What follows belongs to an exercise in optimizing a design on an open flow for small area, a short achievable clock period and few clock cycles per item; a production flow would make more cautious choices.
In this exercise RTL edits were held to simulation tests only and were not proved equivalent to the original.
Power is estimated from default activity; no workload was simulated.

build 92:
// bcmseq
module bcmseq #(
    parameter [15:0] BASE_LOOP_TICKS = 16'd8,
    parameter [15:0] CALL_OVERHEAD   = 16'd2,
    parameter [15:0] FIRST_INTERVAL  = 16'd100
) (
    input  wire        clk,
    input  wire        rst,
    input  wire        cmd_valid,
    input  wire [51:0] cmd,
    output reg         cmd_ready,
    output reg         rsp_valid,
    output wire [7:0]  rsp,
    input  wire [1:0]  rot,
    output reg         hm_en,
    output reg         hm_we,
    output reg  [10:0] hm_addr,
    output wire [7:0]  hm_wdata,
    input  wire [7:0]  hm_rdata,
    output reg         sm_en,
    output reg  [10:0] sm_addr,
    input  wire [7:0]  sm_rdata,
    output reg         tmr_load,
    output wire [15:0] tmr_period,
    output reg         tmr_stop,
    input  wire        tmr_expire,
    output reg         p_blank,
    output reg         p_lat,
    output reg         p_clk,
    output reg  [3:0]  p_addr,
    output reg  [5:0]  p_data
);
    localparam [3:0] OP_BEGIN    = 4'h1,
                     OP_STOP     = 4'h2,
                     OP_SETPIXEL = 4'h3,
                     OP_SWAPREQ  = 4'h4,
                     OP_RDSTAT   = 4'h5,
                     OP_COPYFWD  = 4'h6,
                     OP_BUFRD    = 4'h7,
                     OP_BUFWR    = 4'h8;
    localparam [15:0] BC2  = BASE_LOOP_TICKS + {CALL_OVERHEAD[14:0], 1'b0};
    localparam [15:0] DUR0 = BC2 - CALL_OVERHEAD;
    localparam [15:0] DUR1 = {BC2[14:0], 1'b0} - CALL_OVERHEAD;
    localparam [15:0] DUR2 = {BC2[13:0], 2'b0} - CALL_OVERHEAD;
    localparam [15:0] DUR3 = {BC2[12:0], 3'b0} - CALL_OVERHEAD;
    function [4:0] band_hi(input [2:0] r, input [1:0] b);
        begin
            case ({r, b})
                5'b000_00: band_hi = 5'd0;   5'b000_01: band_hi = 5'd1;   5'b000_10: band_hi = 5'd2;   5'b000_11: band_hi = 5'd3;
  ...
Settings: LEC_CHECK=0, ABC_AREA=1, CAP_MARGIN=20, CORE_MARGIN=2, CORE_UTILIZATION=40, CTS_BUF_LIST=sky130_fd_sc_hd__clkbuf_8, CTS_CLUSTER_SIZE=20, GPL_TIMING_DRIVEN=1, SETUP_SLACK_MARGIN=3.8, SLEW_MARGIN=20, BUFFER_PORTS_ARGS=-buffer_cell sky130_fd_sc_hd__buf_1; clock period 6.0 ns.
standard.sh (not shown) runs the stock make flow with config.mk's settings and CLKGATE_MAP_FILE= SYNTH_SCRIPT=/design/flow/synth_recipe.tcl, a recipe that flattens the netlist after the stock synthesis.
==> flow/flow/run.sh <==
#!/bin/bash
# Standard layout, with the port buffers that buffer_ports inserts made
# sky130_fd_sc_hd__buf_1 (the resizer may still size them up) instead of the
# delay cell it picks by default. Every port still gets its own buffer.
set -euo pipefail
echo 'export BUFFER_PORTS_ARGS = -buffer_cell sky130_fd_sc_hd__buf_1' >> config.mk
bash standard.sh > standard_flow.log 2>&1
The final layout from build 92, which completed every stage, passed the timing, design-rule and antenna checks at the end of the flow.
Testbench counts of build 92, summed over its fixed seeds: cycles 49,192, ticks 768.
For build 5, these inputs were changed with respect to build 92:
- GPL_TIMING_DRIVEN removed (was 1)
- PLACE_DENSITY newly set to 0.7
Results
Leakage power delta (build 5 -> build 92): insignificant
Total power after layout of build 92 is on par with build 5.
Looking at worst setup margin across both flows, build 5 is the stronger of the two, with build 92 trailing.
Share of layout cells above drive strength 1: build 92 vs build 5 — no meaningful difference
Input-level comparison between build 73 and build 5:
- changing SETUP_SLACK_MARGIN from 3.8 to 3.85
- removing PLACE_DENSITY (formerly 0.7)
Results
Diff build 5..build 73 | total placed instance area | negligible. Portion of the clock cycle consumed by the worst path in the final layout for build 73: 0.25 points down relative to build 5. Compared build 73 against build 5; area of the placeable core within noise. Changes observed in build 73 relative to build 5: sequential cell area share lower; design area up 2.7%. From build 5 to build 73 the numbers moved as follows: endpoint arrival time on the critical path was more or less identical; share of power burned in the clock network grew by 0.3 points; internal cell power climbed about 3.4%; non-filler instance count after layout moved up. A highest-delay cell along the critical path of edfxtp_1 is what build 73 shows, while dfxtp_1 belongs to build 5. Build 73 -> build 5: total stage count of the critical path delta 0, exact match.
The following lists how build 4 was set up differently from build 73:
- SETUP_SLACK_MARGIN changed from 3.85 to 3.8
- CTS_BUF_LIST changed from sky130_fd_sc_hd__clkbuf_8 to sky130_fd_sc_hd__clkbuf_8 sky130_fd_sc_hd__clkbuf_16
### Flow results
- Going from build 73 to build 4, non-clock buffer count down 8; power up 0.00013 W; final setup slack of the worst path down 0.024 ns; via count flat.
- Sum of met3 wire segment lengths after detailed routing up 20% in build 4 wrt build 73


Setup of violet:
bcmseq again, from the RTL that the note above started with.
Settings: LEC_CHECK=0, ABC_AREA=1, CAP_MARGIN=20, CORE_MARGIN=2, CORE_UTILIZATION=40, CTS_BUF_LIST=sky130_fd_sc_hd__clkbuf_16, CTS_CLUSTER_SIZE=40, SETUP_SLACK_MARGIN=3.8, SLEW_MARGIN=20, BUFFER_PORTS_ARGS=-buffer_cell sky130_fd_sc_hd__buf_1; clock period 6.0 ns.
Scripts as last shown in full above: flow/flow/run.sh
violet finished every stage and its layout cleared the timing, design-rule and antenna checks.
Testbench counts of violet, summed over its fixed seeds: cycles 49,192, ticks 768.
The following lists how nickel was set up differently from violet:
Settings: SLEW_MARGIN now 10, was 20; CTS_CLUSTER_SIZE now 20, was 40; CAP_MARGIN now 10, was 20; CTS_BUF_LIST now sky130_fd_sc_hd__clkbuf_8, was sky130_fd_sc_hd__clkbuf_16.
- | wire length of the first global-routing pass | nickel vs violet | ≈ equal |
- nickel vs violet — final net count dropped slightly
- A critical path's slowest cell of sky130_fd_sc_hd__dfxtp_2 is what nickel shows, while sky130_fd_sc_hd__dfxtp_1 belongs to violet.
- Sort nickel and violet by portion of total power attributed to the clock network desc -> top: violet
- [nickel vs violet] routed wire length: lower in nickel
- Diff violet -> nickel: clock insertion delay at the later pin of the skew report now sits higher; total met3 wirelength after detailed routing now sits higher; cell count now sits lower; worst setup slack now sits at about the same level.
Relative to nickel, the following input files were edited for willow:
Settings: CTS_CLUSTER_SIZE: 20 -> 30; CAP_MARGIN: 10 -> 20; SLEW_MARGIN: 10 -> 20.
Results
- Having completed the whole flow, willow delivered a layout that passed the timing, design-rule and antenna checks.
- Diff willow..nickel | number of instances resized during post-cts repair | unchanged
- Reported for nickel and willow, synthesized cell count turned out identical to the last digit.
- The non-clock buffer count of nickel and that of willow are within noise of each other.
For cedar, these inputs were changed with respect to willow:
Settings: an added CTS_ARGS of -sink_clustering_enable -repair_clock_nets -sink_clustering_size 20 -buf_list sky130_fd_sc_hd__clkbuf_8 -dont_use_dummy_load; a change of CTS_CLUSTER_SIZE from 30 to 20.
==> flow/flow/run.sh <==
#!/bin/bash
# Standard layout, with two changes:
#  - the port buffers that buffer_ports inserts are sky130_fd_sc_hd__buf_1
#    (the resizer may still size them up) instead of the delay cell it picks
#    by default; every port still gets its own buffer;
#  - clock tree synthesis inserts no dummy load cells.
set -euo pipefail
echo 'export BUFFER_PORTS_ARGS = -buffer_cell sky130_fd_sc_hd__buf_1' >> config.mk
echo 'export CTS_ARGS = -sink_clustering_enable -repair_clock_nets -sink_clustering_size 20 -buf_list sky130_fd_sc_hd__clkbuf_8 -dont_use_dummy_load' >> config.mk
bash standard.sh > standard_flow.log 2>&1
Utilization after layout in cedar is 0.32 points lower than in willow. Changes observed in cedar relative to willow: routed wire length closely matched the old numbers; worst slack on hold paths decreased by 3.6 ps relative to the old numbers; portion of total power attributed to combinational logic increased by 0.8 points relative to the old numbers. cedar -> willow: count of filler cells inserted in the layout delta 0, exact match. Cmp cedar vs willow: area added between synthesis and finish lower in cedar. Changes observed in cedar relative to willow: final-layout clock buffer total lost 1; worst setup slack lost 30 ps.
Modified inputs, harbor compared to cedar
Settings: CTS_ARGS no longer set, was -sink_clustering_enable -repair_clock_nets -sink_clustering_size 20 -buf_list sky130_fd_sc_hd__clkbuf_8 -dont_use_dummy_load; CTS_CLUSTER_DIAMETER now 40, previously not set.
==> flow/flow/run.sh <==
#!/bin/bash
# Standard layout, with the port buffers that buffer_ports inserts made
# sky130_fd_sc_hd__buf_1 (the resizer may still size them up) instead of the
# delay cell it picks by default. Every port still gets its own buffer.
set -euo pipefail
echo 'export BUFFER_PORTS_ARGS = -buffer_cell sky130_fd_sc_hd__buf_1' >> config.mk
bash standard.sh > standard_flow.log 2>&1
--- outcome ---
- Total count of max-transition violations in the final report came out exactly the same in cedar and harbor.
- harbor against cedar: core occupancy in the finished layout rose by 0.32 points; met2 track demand over resource in global routing stayed essentially flat; fraction of standard cell area that is sequential fell by 0.24 points.

==> afterwards: timing with drivers on the ports <==
How much do the figures lean on ideal ports? The routed layouts below were timed once more, with nothing changed but the port constraints. Step 1 assumes that a clkbuf_16 drives the clock port and a buf_2 every other input. Step 2, shift: input delay + t, output delay - t, t = (earliest + latest rising clock arrival at the registers) / 2. This alone moves slack from input paths to output paths. a / b / c = ideal ports / drivers / drivers and shift; a / b = the first two.
run	shift t [ns]	setup WS [ns]	latest minus earliest clock arrival (ns)
build 92	0.414	3.851 / 3.817 / 3.495	0.016 / 0.017
build 5	0.411	3.860 / 3.829 / 3.540	0.021 / 0.020
build 73	0.414	3.875 / 3.838 / 3.487	0.015 / 0.015
build 4	0.387	3.851 / 3.812 / 3.507	0.014 / 0.014
violet	0.387	3.852 / 3.813 / 3.498	0.013 / 0.013
nickel	0.414	3.851 / 3.817 / 3.495	0.016 / 0.017
willow	0.414	3.851 / 3.817 / 3.495	0.016 / 0.017
cedar	0.405	3.821 / 3.786 / 3.475	0.033 / 0.034
harbor	0.414	3.851 / 3.817 / 3.495	0.016 / 0.017
After both steps setup and hold are still met in every run listed. For build 73, which loses most, drivers alone change the setup slack by -0.037 ns; drivers and shift together by -0.388 ns.
